Source: an optimization exercise on an open RTL-to-GDS flow (aim: small area, a short achievable clock period and few clock cycles). Production flows keep margins and buffers that such runs may drop. In this exercise RTL edits were held to simulation tests only and were not proved equivalent to the original. No activity file was given, so power comes from the tool's default toggle rates.

**design.v**
```verilog
module sprite_render (
    input  wire        clk,
    input  wire        rst,
    input  wire        start,
    output wire        busy,
    output reg         done,
    input  wire [2:0]  cfg_grid_w_m1,    
    input  wire [2:0]  cfg_grid_h_m1,    
    input  wire [2:0]  cfg_fb_tx_m1,     
    input  wire [2:0]  cfg_fb_ty_m1,     
    input  wire        cfg_gated,        
    input  wire [10:0] cfg_spr_off,      
    input  wire [10:0] cfg_anim_off,     
    output reg         tbl_re,
    output reg         tbl_we,
    output reg  [10:0] tbl_addr,
    output reg  [7:0]  tbl_wdata,
    input  wire [7:0]  tbl_rdata,
    output reg         def_re,
    output reg  [13:0] def_addr,
    input  wire [7:0]  def_rdata,
    output reg         fb_we,
    output reg  [11:0] fb_addr,
    output reg  [7:0]  fb_wdata
);
    localparam S_IDLE     = 4'd0;
    localparam S_RD_ANIM  = 4'd1;
    localparam S_RD_SPR   = 4'd2;
    localparam S_RD_NEXT  = 4'd3;
    localparam S_RD_K     = 4'd4;
    localparam S_RD_SPEED = 4'd5;
    localparam S_RD_FC    = 4'd6;
    localparam S_CAP_FC   = 4'd7;
    localparam S_ADVANCE  = 4'd8;
    localparam S_CLR_FC   = 4'd9;
    localparam S_PIX_RD   = 4'd10;
    localparam S_PIX_WR   = 4'd11;
    localparam S_CAP_K    = 4'd12;
    localparam S_WR_NEXT  = 4'd13;
    reg [3:0] state;
    reg [5:0] slot;        
    reg [2:0] col;         
    reg [2:0] row;         
    reg [7:0] anim;        
    reg [7:0] spr;         
    reg [7:0] nxt;         
    reg [7:0] k;           
    reg [7:0] speed;       
    reg [7:0] fc;          
    reg [2:0] pr;          
    reg [2:0] pc;          
    assign busy = (state != S_IDLE);
    wire [10:0] entry_addr = cfg_spr_off + {4'd0, slot, 1'b0};
    wire [10:0] def_base   = cfg_gated ? cfg_anim_off + {1'b0, anim, 2'b00}
                                       : cfg_anim_off + {2'b00, anim, 1'b0};
    wire [2:0] xo = k[2:0];
    wire [2:0] yo = k[5:3];
    wire [1:0] so = k[7:6];
    wire [7:0] eff = spr + {6'd0, so};
    wire [3:0] fb_tx = {1'b0, cfg_fb_tx_m1} + 4'd1;
    wire [3:0] fb_ty = {1'b0, cfg_fb_ty_m1} + 4'd1;
    wire [6:0] px = {1'b0, col, 3'b000} + {4'd0, xo} + {4'd0, pc};
    wire [6:0] py = {1'b0, row, 3'b000} + {4'd0, yo} + {4'd0, pr};
    wire       in_fb = (px[6:3] < fb_tx) && (py[6:3] < fb_ty);
    wire [6:0]  tile_row_base = py[6:3] * fb_tx;
    wire [11:0] pix_idx = {tile_row_base[5:0], 6'd0} + {px[5:3], 6'd0} + {6'd0, py[2:0], px[2:0]};
    wire last_pix  = (pr == 3'd7) && (pc == 3'd7);
    wire last_col  = (col == cfg_grid_w_m1);
    wire last_slot = last_col && (row == cfg_grid_h_m1);
    always @* begin
        tbl_re    = 1'b0;
        tbl_we    = 1'b0;
        tbl_addr  = 11'd0;
        tbl_wdata = 8'd0;
        def_re    = 1'b0;
        def_addr  = {eff, pr, pc};
        fb_we     = 1'b0;
        fb_addr   = pix_idx;
        fb_wdata  = def_rdata;
        case (state)
            S_RD_ANIM:  begin tbl_re = 1'b1; tbl_addr = entry_addr;        end
            S_RD_SPR:   begin tbl_re = 1'b1; tbl_addr = entry_addr + 11'd1; end
            S_RD_NEXT:  begin tbl_re = 1'b1; tbl_addr = def_base;           end
            S_RD_K:     begin tbl_re = 1'b1; tbl_addr = def_base + 11'd1;   end
            S_RD_SPEED: begin tbl_re = 1'b1; tbl_addr = def_base + 11'd2;   end
            S_RD_FC:    begin tbl_re = 1'b1; tbl_addr = def_base + 11'd3;   end
            S_WR_NEXT: begin
                tbl_we    = 1'b1;
                tbl_addr  = entry_addr;               
                tbl_wdata = nxt;
            end
            S_ADVANCE: begin
                tbl_we = 1'b1;
                if (fc >= speed) begin
                    tbl_addr  = entry_addr;           
                    tbl_wdata = nxt;
                end else begin
                    tbl_addr  = def_base + 11'd3;     
                    tbl_wdata = fc + 8'd1;
                end
            end
            S_CLR_FC: begin
                tbl_we    = 1'b1;
                tbl_addr  = def_base + 11'd3;         
                tbl_wdata = 8'd0;
            end
            S_PIX_RD: def_re = in_fb;
            S_PIX_WR: fb_we  = 1'b1;
            default: ;
        endcase
    end
    always @(posedge clk) begin
        if (rst) begin
            state <= S_IDLE;
            done  <= 1'b0;
        end else begin
            done <= 1'b0;
            case (state)
                S_IDLE: begin
                    if (start) begin
                        slot  <= 6'd0;
                        col   <= 3'd0;
                        row   <= 3'd0;
                        state <= S_RD_ANIM;
                    end
                end
                S_RD_ANIM:  state <= S_RD_SPR;
                S_RD_SPR:   begin anim  <= tbl_rdata; state <= S_RD_NEXT;  end
                S_RD_NEXT:  begin spr   <= tbl_rdata; state <= S_RD_K;     end
                S_RD_K:     begin nxt   <= tbl_rdata; state <= cfg_gated ? S_RD_SPEED : S_CAP_K; end
                S_RD_SPEED: begin k     <= tbl_rdata; state <= S_RD_FC;    end
                S_RD_FC:    begin speed <= tbl_rdata; state <= S_CAP_FC;   end
                S_CAP_FC:   begin fc    <= tbl_rdata; state <= S_ADVANCE;  end
                S_CAP_K:    begin k     <= tbl_rdata; state <= S_WR_NEXT;  end
                S_WR_NEXT: begin
                    pr <= 3'd0;
                    pc <= 3'd0;
                    state <= S_PIX_RD;
                end
                S_ADVANCE: begin
                    pr <= 3'd0;
                    pc <= 3'd0;
                    state <= (fc >= speed) ? S_CLR_FC : S_PIX_RD;
                end
                S_CLR_FC: state <= S_PIX_RD;
                S_PIX_RD, S_PIX_WR: begin
                    if (state == S_PIX_RD && in_fb) begin
                        state <= S_PIX_WR;
                    end else if (last_pix) begin
                        if (last_slot) begin
                            state <= S_IDLE;
                            done  <= 1'b1;
                        end else begin
                            slot <= slot + 6'd1;
                            if (last_col) begin
                                col <= 3'd0;
                                row <= row + 3'd1;
                            end else begin
                                col <= col + 3'd1;
                            end
                            state <= S_RD_ANIM;
                        end
                    end else begin
                        {pr, pc} <= {pr, pc} + 6'd1;
                        state <= S_PIX_RD;
                    end
                end
                default: state <= S_IDLE;
            endcase
        end
    end
endmodule
```
**run.sh**
```bash
#!/bin/bash
# synth_recipe.tcl (not shown) runs the flow's synth.tcl, then flattens the netlist and writes it again
# the make line also repeats each setting of config.mk as NAME=value (left out here)
make -C /OpenROAD-flow-scripts/flow DESIGN_CONFIG=/design/flow/config.mk WORK_HOME=/design/flow/orfs CLKGATE_MAP_FILE= SYNTH_SCRIPT=/design/flow/synth_recipe.tcl finish
```
**config.mk**
```make
export PLATFORM = sky130hd
export DESIGN_NAME = sprite_render
export DESIGN_NICKNAME = sprite_render
export VERILOG_FILES = /design/flow/design.v
export SDC_FILE = /design/flow/constraint.sdc
export NUM_CORES = 4
export LEC_CHECK = 0
export CAP_MARGIN = 20
export CORE_MARGIN = 2
export CORE_UTILIZATION = 40
export SLEW_MARGIN = 20
```
**constraint.sdc**
```tcl
create_clock -name core_clock -period 6.5 [get_ports {clk}]
set_input_delay 1.3000 -clock core_clock [delete_from_list [all_inputs] [get_ports {clk}]]
set_output_delay 1.3000 -clock core_clock [all_outputs]
set_load 0.01 [all_outputs]
```
==> run summary <==
==> sequential cells by signal (all words and copies together) (netlist names) <==
register and flops:
spr 8, nxt 8, speed 8, pc 3
k 8, state 4, done 1, col 3
row 3, pr 3, fc 8, anim 8
slot 6
==> routing by layer <==
metal | up-vias | track usage (%) | share of wire [%]
met4 | 0 | 3.74 | 1.1
met3 | 15 | 4.11 | 4.7
li1 | 2748 | - | -
met2 | 154 | 32.7 | 48
met5 | - | 0 | 0
met1 | 2599 | 25.8 | 46
==> final cells by class <==
| type | instances | area [um^2] |
|---|---|---|
| clock buffer | 9 | 225 |
| inverter | 43 | 161 |
| multi-input combinational | 566 | 4180 |
| timing repair buffer | 114 | 1100 |
| fill | 1493 | 7830 |
| tap | 216 | 270 |
| clock inverter | 7 | 101 |
| sequential | 71 | 2080 |
==> cells by family (layout without fill, tap and decap cells) <==
group                    count (synthesis)  count (layout)  share of synthesized area [%]
AO/OA/AOI/OAI                          151             151                           16.1
XOR/XNOR                                79              79                           10.6
adder cells (fa/ha/maj)                 76              76                           15.7
buffers and inverters                   72             173                           4.64
flip-flops                              71              71                           31.9
multiplexers                            13              13                           2.05
AND/OR/NAND/NOR                        247             247                           19.1
==> through the flow <==
stage	std cells	util, %	cell area, um^2	setup slack [ns]
floorplan	709	-	6530	0.953
global placement	1010	48.7	7760	0.0145
detailed placement	1010	48.7	7760	-0.0842
CTS	1026	50.7	8080	0.137
global route	1026	50.9	8120	-0.0204
finish	1026	50.9	8120	0.123
==> report_power, final <==
group          internal, W  switching, W  leakage [nW]
logic             0.000233      0.000247          2.35
clock network     0.000340      0.000198         0.153
registers         0.000510     0.0000190         0.643
==> final timing paths <==
path              startpoint            to  cells past startpoint
min                  slot[0]       slot[0]                      1
max reg2reg            pr[1]        row[0]                     14
max          cfg_anim_off[1]  tbl_addr[10]                     13
min reg2reg          slot[0]       slot[0]                      1
==> layout by cell type, fill, tap and decap left out, drive strengths merged, types with 6 or more instances in the layout <==
master         synthesis  layout
o211ai                11      11
and3                   6       6
o21ai                 44      44
xor2                  29      29
a21oi                 29      29
mux2i                 10      10
edfxtp                66      66
nor3                  16      16
nand2b                 6       6
clkdlybuf4s50          0      95
nand4                  7       7
buf                   13      18
clkbuf                16       9
nor3b                  6       6
a21o                   8       8
nand2                 63      63
fa                    10      10
nor2b                 15      15
nand3                 22      22
or3                    8       8
and2                   8       8
a31oi                  6       6
or2                    7       7
ha                    65      65
inv                   43      46
a211oi                 9       9
nor2                  67      67
xnor2                 50      50
==> timing repair <==
| item | CTS | global route |
|---|---|---|
| pin swaps | 0 | 0 |
| resized for setup | 1 | 7 |
| hold endpoints to repair | 0 | 0 |
| endpoints found under the setup margin | 1 | 6 |
| hold buffers | 0 | 0 |
==> reports/metrics.yaml <==
critical_path:
  slowest_delay_ns: 0.49
  cp_max_fo: 7
  crit_required_ns: 5.20
  crit_buf_inv: 2
  crit_chain: "clkdlybuf4s50_1 > ha_1 > fa_1 > a211oi_4 > o211ai_1 > and4b_1 > a31o_4 > or3_4 > nor4_4 > xnor2_1 > a221oi_2 > o211ai_1 > clkdlybuf4s50_1"
  path_delay_family: "compound AO/OA/AOI/OAI gates"
  cp-start-kind: "primary input"
  path_class: "primary input to primary output"
  endpoint_kind: "primary output"
  cp_slowest_cell: "clkdlybuf4s50_1"
  arrival_ns: 5.08
  regToRegSetupSlack_ns: 2.64
clock_network:
  cts.clk_slew.worst_paths_ns: 0.06
  tritoncts: "built"
  worstSkewPairLatency_ns: 0.34
  clock-root-buffer: "clkbuf_16"
  htreeDepth: 3
  cts_setup_buffers: 0
  cts_sinks: 71
  clock_path_buffers: 2
  cts_buffers: 9
worst_hold_path:
  hold_class: "register to register"
drt:
  wl_per_cell_um: 16.5
  routed_via_density: 5.38
  drc: 0
  drtIter0Drc: 218
  ant_nets: 0
  vias: 5516
  routed_wl_um: 16900
  first_pass_iters: 5
sta:
  drv_slew: 0
  timing.final.crit_share_pct: 98.1
  maxSlewHeadroom_pct: 40.0
  tns_ns: 0
  whs_ns: 0.627
  fmax_mhz: 157
  fin_crit_ns: 6.38
  grt_setup_unrepaired: "yes"
  hold_viol: 0
  fin_skew_ns: 0.00630
  finalSetupViolations: 0
  worstMarginPinSlew_ns: 0.893
logic_synthesis:
  ys_top_cells_by_count: "nor2_1, edfxtp_1, ha_1"
  synth-async-reset-ratio_pct: 0
  netlist_area_um2: 6530
  synth_cells: 709
  ys_ff_latch: 71
  synth_most_common_cell: "nor2_1"
  synth_edf_count: 66
  yosysWarnings: 1
  synthFlopType: "edfxtp_1"
  yosysTopAreaCellShare_pct: 30.3
  seq_area_frac_synth_pct: 31.9
  synth_top_cell_by_area: "edfxtp_1"
  avgSynthCellArea_um2: 9.21
  synthDistinctLibCells: 80
  synth_area_leaders: "edfxtp_1, ha_1, xnor2_1"
  synth_nets: 838
power:
  ir_worst_vdd_v: 0.000140
  pwr_density_cell_nw_per_um2: 191
  p_leak_nw: 3.14
  total_power_w: 0.00155
finish:
  drive_above_1_share_pct: 8.27
  finalNetCount: 934
  diodes: 0
  syn2layout_area_growth_pct: 24.3
global_route:
  grt_pass1_wl_um: 27600
  grt_pass1_vias: 5556
  track_usage_pct: 19.4
  overflow: 0
  antenna_found_initial: 0
  grt_max_degree: 30
place:
  portBuffers: 96
  place_congestion: 0.916
  dp_hpwl_um: 13300
floorplan:
  die_h_um: 132
  start_util_pct: 41.0
  ios: 113
  design.die.area_um2: 17400
  chipWidth_um: 132
  placement_rows: 46
  design.core.area_um2: 15900
job:
  drv_cap: 0
status:
  status: "finished clean"
Testbench counts, summed over its fixed seeds: cycles 217,876.

## static timing again, ports no longer ideal
Ports are ideal in the flow. The routed layout listed here was re-timed in OpenROAD.
Step 1, drivers: a clkbuf_16 drives clk and a buf_2 each remaining input, both assumed.
Step 2 moves the port delays by t, midway between the first and last clock arrival at a register: inputs arrive t later, outputs are due t later. That takes back most of the time a late clock gives input paths.
Three values: no drivers, after step 1, after step 2; two values: the first two.
t, ns: 0.370
setup slack, ns: 0.123 / 0.100 / 0.100
hold slack, ns: 0.627 / 0.627 / 0.627
latest minus earliest clock arrival (ns): 0.007 / 0.007
pins driven straight from the clock port: 1
After both steps setup and hold are still met in this run. For this run, drivers alone change the setup slack by -0.023 ns; drivers and shift together by -0.023 ns.
